From an optimization exercise on the open Yosys and OpenROAD flow, aimed at small area, a short achievable clock period and few clock cycles per item; shortcuts taken in it are not production practice. RTL that was checked went through simulation tests only; none was proved equivalent to the original. Power and IR drop assume default switching activity.

Setup of run A:
## sge_fec_esc
module sge_fec_esc (
    input  wire       clk,
    input  wire       rst,
    input  wire       in_valid,
    output wire       in_ready,
    input  wire [7:0] in_data,
    input  wire       in_last,
    output wire       out_valid,
    input  wire       out_ready,
    output wire [7:0] out_data,
    output wire       out_last
);
clock: 4.0 ns
lec_check: 0
cap_margin: 20
core_margin: 2
core_utilization: 65
cts_buf_list: sky130_fd_sc_hd__clkbuf_8
cts_cluster_diameter: 40
cts_cluster_size: 16
setup_slack_margin: 2.0
slew_margin: 20
run.sh (not shown) runs the stock make flow with config.mk's settings and CLKGATE_MAP_FILE= SYNTH_SCRIPT=/design/flow/synth_recipe.tcl, a recipe that flattens the netlist after the stock synthesis.
Run A went all the way through the flow, and no timing, DRC or antenna check failed.
Testbench counts of run A, summed over its fixed seeds: cycles 31,336, out bytes 31,088.
## Diff of input files: run B against run A
- CORE_UTILIZATION: 65 -> 70
- CTS_CLUSTER_SIZE: 16 -> 20
- CTS_CLUSTER_DIAMETER: 40 -> 50
- SETUP_SLACK_MARGIN: 2.0 -> 2.2
Run B falls short of run A in final design area excluding fillers.
Diff run A -> run B: sequential share of layout area shows a reduction of 0.88 points, share of the final layout cell area in multi-input gates shows an increase of 1.8 points.
Diff run A..run B | sequential standard cell area | negligible
Summary of run B over run A: met1 global-route usage rose 7.3 points, required arrival time at the worst endpoint climbed 0.06 ns.
In terms of post-layout instance count excluding filler cells, run B and run A differ only marginally.
Max wire length of the first global-routing pass across run A and run B: run B
Summary: with run A as the reference, fmax in run B moved down by a few percent.
> inputs changed (run B -> run C)
- SETUP_SLACK_MARGIN: 2.2 -> 1.8
Notes after the runs:
- For run C, the critical path launch point was u_rs.ec0, unlike run B, where it was u_rs.fbdl[5].
- Of the two values seen for capturing element of the worst setup path, cd[2] was produced by run C and u_rs.e81 by run B.
- Compared with run B, run C shows a clock network area share that is 0.38 points higher.
- [run C vs run B] fraction of power consumed by the clock network: higher in run C
- Post-synthesis cell area came out exactly the same in run B and run C.
- Cmp run B and run C / static leakage power / higher: run B
- Net count reported at finish came out lower on run C than on run B.
- Looking only at final weighted congestion in routability-driven placement, and setting everything else aside, the lower value of run B and run C goes to run C.
- Going from run B to run C, power dissipated by switching net loads saw a decrease; final cell area excluding filler cells saw a decrease.
The inputs of run D differ from those of run C as listed below.
- a change of CTS_CLUSTER_SIZE from 20 to 16
- a change of CTS_CLUSTER_DIAMETER from 50 to 40
- a change of CTS_BUF_LIST from sky130_fd_sc_hd__clkbuf_8 to sky130_fd_sc_hd__clkbuf_16
- a change of SETUP_SLACK_MARGIN from 1.8 to 2.0
## What came out
For run D, the launch point of the critical path was u_rs.fbdl[6], unlike run C, where it was u_rs.ec0. The cell with the largest stage delay on the worst path comes out xnor3_2 in one run and edfxtp_1 in the other, namely in run D and run C respectively. Insertion delay of the later-clocked pin in the worst-skew pair, run C and run D: larger value in run C. The final reports for run D and run C show actual slew at the worst max-slew pin lower in the former. Relative to run C, the filler-free cell count of the finished design of run D is higher by 49. Post-CTS setup-driven buffer insertion count, run C and run D: lower on run C. From run C to run D the numbers moved as follows: wire length increased by 16% relative to the old numbers, sequential share of layout area decreased by 4.4 points relative to the old numbers. Side by side, utilization turned out higher in run D than in run C.


== the previous run ==
Another version of the RTL of sge_fec_esc (not shown whole).
For scale: roughly 970 cells after synthesis, roughly 330 flip-flops, ~24 I/O pins, about 15000 sq um of cells after synthesis.
clock: 4.0 ns
lec_check: 0
cap_margin: 20
core_margin: 2
core_utilization: 70
cts_buf_list: sky130_fd_sc_hd__clkbuf_8
cts_cluster_diameter: 40
cts_cluster_size: 16
setup_slack_margin: 1.9
slew_margin: 20
Looking at the reports, the previous run completed the entire flow and the layout it produced met the timing, DRC and antenna checks.
What the current run does differently from the previous run at the input level:
- a change of SETUP_SLACK_MARGIN from 1.9 to 2.0
Findings:
- Worst-case setup slack after placement: the current run better than the previous run
- The current run ended with more final area than the previous run.
- Taking the previous run as the reference, in the current run portion of the layout cell area used by non-clock buffers moved up, clock network latency to the later pin of the worst-skew pair level, flip-flop and latch count level, multi-input gate area in the final layout moved up.
No run of this note included a check of the RTL's function; only the layout flow was run.


RTL: one of the versions met above, not the one the previous note started from.
Size in the first run: roughly 990 cells after synthesis, about 330 flip-flops, roughly 24 I/O pins, roughly 15000 µm² of cells after synthesis.
Settings: LEC_CHECK=0, CAP_MARGIN=20, CORE_MARGIN=2, CORE_UTILIZATION=70, CTS_BUF_LIST=sky130_fd_sc_hd__clkbuf_8, CTS_CLUSTER_DIAMETER=40, CTS_CLUSTER_SIZE=16, SETUP_SLACK_MARGIN=2.1, SLEW_MARGIN=20; clock period 4.0 ns.
Testbench counts at the start, summed over its fixed seeds: cycles 31,336, out bytes 31,088.
Then changed:
CTS_CLUSTER_DIAMETER = 35   (was 40)
CTS_CLUSTER_SIZE = 12   (was 16)
SETUP_SLACK_MARGIN = 2.0   (was 2.1)
Outcome:
- final cell count goes down by 0.64%
- utilization goes down by 0.49 points
- synthesized area is unchanged
- design area goes down by 0.58%
- worst setup slack is worse by 0.063 ns
- via count goes down by 0.86%
- wire length goes down by 0.67%
- worst hold slack is better by 0.0032 ns
- sequential share of layout area goes up by 0.33 points
- clock power goes up by 26%
- power goes up by 5.1%
Then changed:
CTS_CLUSTER_DIAMETER = 40   (was 35)
CTS_CLUSTER_SIZE = 16   (was 12)
Routed wire length goes down by a few percent.
Sequential cell count does not change.
Setup slack improves by 0.091 ns.
Non-clock buffer count goes up by 9.


Setup of run 1:
sge_fec_esc, a different RTL version from the one above (not shown whole).
For scale: ~970 cells after synthesis, roughly 330 flip-flops, roughly 0.015 sq mm of cells after synthesis.
clock: 4.0 ns
lec_check: 0
cap_margin: 20
core_margin: 2
core_utilization: 70
place_density: 0.85
setup_slack_margin: 1.8
slew_margin: 20
The inputs of run 2 differ from those of run 1 as listed below.
Settings: SETUP_SLACK_MARGIN changed from 1.8 to 2.0; PLACE_DENSITY removed (was 0.85).
==> comparison <==
Run 2 went all the way through the flow, and no timing, DRC or antenna check failed. The combinational power in run 1 is 0.837 times that in run 2. | internal cell power | lower: run 1 |. Cmp run 2 vs run 1: portion of total power attributed to the clock network lower in run 2.
Relative to run 2, the following input files were edited for run 3:
Settings: SETUP_SLACK_MARGIN now 1.4, was 2.0.
[summary]
Run 3 did not stop at any stage, and its layout met the timing, DRC and antenna checks. Peak supply drop (lower): run 3. As far as sequential cell count goes, run 2 and run 3 are indistinguishable; the numbers are identical. The global-route usage in run 3 was lower than what run 2 gave. Per the comparison of run 3 with run 2, final layout net count fell by about 11%; share of power burned in combinational logic went down by 4.4 points. Share of post-route cells with drive strength above 1 (higher): run 2. Run 2 → run 3: setup slack lower; wire length fell by about 40%.
Setup changes, run 3 to run 4
Settings: a change of SETUP_SLACK_MARGIN from 1.4 to 2.2.
- clock tree synthesis (4_1_cts): run 4 exited with error
- Number of setup buffers added after CTS delta for run 4 relative to run 3: 148 higher
- Side by side, placer's final routability congestion estimate turned out higher in run 4 than in run 3.
- Comparing post-placement worst setup slack for run 3 and run 4, the bigger number came from run 4.
- [compare] base=run 3 new=run 4: final HPWL from detailed placement increased by 800 um relative to the old numbers, H-tree depth about even, number of cells in the design after placement shows no meaningful change, total of buffers placed on input and output ports stayed essentially flat.
No functional check of the RTL was part of any run of this note.

[static timing again, ports no longer ideal]
The results above use ideal ports. As a check the final layouts listed here were re-extracted and re-timed, cells and wires unchanged.
Step 1, drivers: a clkbuf_16 drives clk and a buf_2 each remaining input, both assumed.
Step 2 adds t to the input delays and takes it off the output delays; t is the mean of the earliest and latest rising clock arrival at the registers after step 1. Input paths then give back, and output paths get back, about the clock's delay inside the block.
Three values: ideal, step 1, step 2; two values: the first two.
run | shift t [ns] | slack for setup (ns) | worst register clock-pin slew, ns
run A | 0.621 | 1.970 / 1.970 / 1.528 | 0.09 / 0.09
run B | 0.658 | 1.872 / 1.872 / 1.585 | 0.12 / 0.12
run C | 0.636 | 1.808 / 1.808 / 1.388 | 0.12 / 0.12
run D | 0.592 | 1.904 / 1.904 / 1.505 | 0.07 / 0.07
the previous run | 0.593 | 1.909 / 1.909 / 1.627 | 0.10 / 0.10
the current run | 0.599 | 1.924 / 1.924 / 1.504 | 0.10 / 0.10
the first run of note 3 | 0.610 | 1.985 / 1.985 / 1.565 | 0.10 / 0.10
the second run of note 3 | 0.619 | 1.922 / 1.922 / 1.355 | 0.08 / 0.08
the third run of note 3 | 0.607 | 2.013 / 2.008 / 1.459 | 0.09 / 0.09
run 1 | 0.566 | 1.663 / 1.663 / 1.261 | 0.07 / 0.07
run 2 | 0.583 | 1.722 / 1.722 / 1.326 | 0.07 / 0.07
run 3 | 0.552 | 1.426 / 1.439 / 0.888 | 0.06 / 0.06
After both steps every run listed still meets setup and hold. The setup slack of the second run of note 3, which loses most, moves by 0.000 ns with the drivers and by -0.567 ns with both steps.
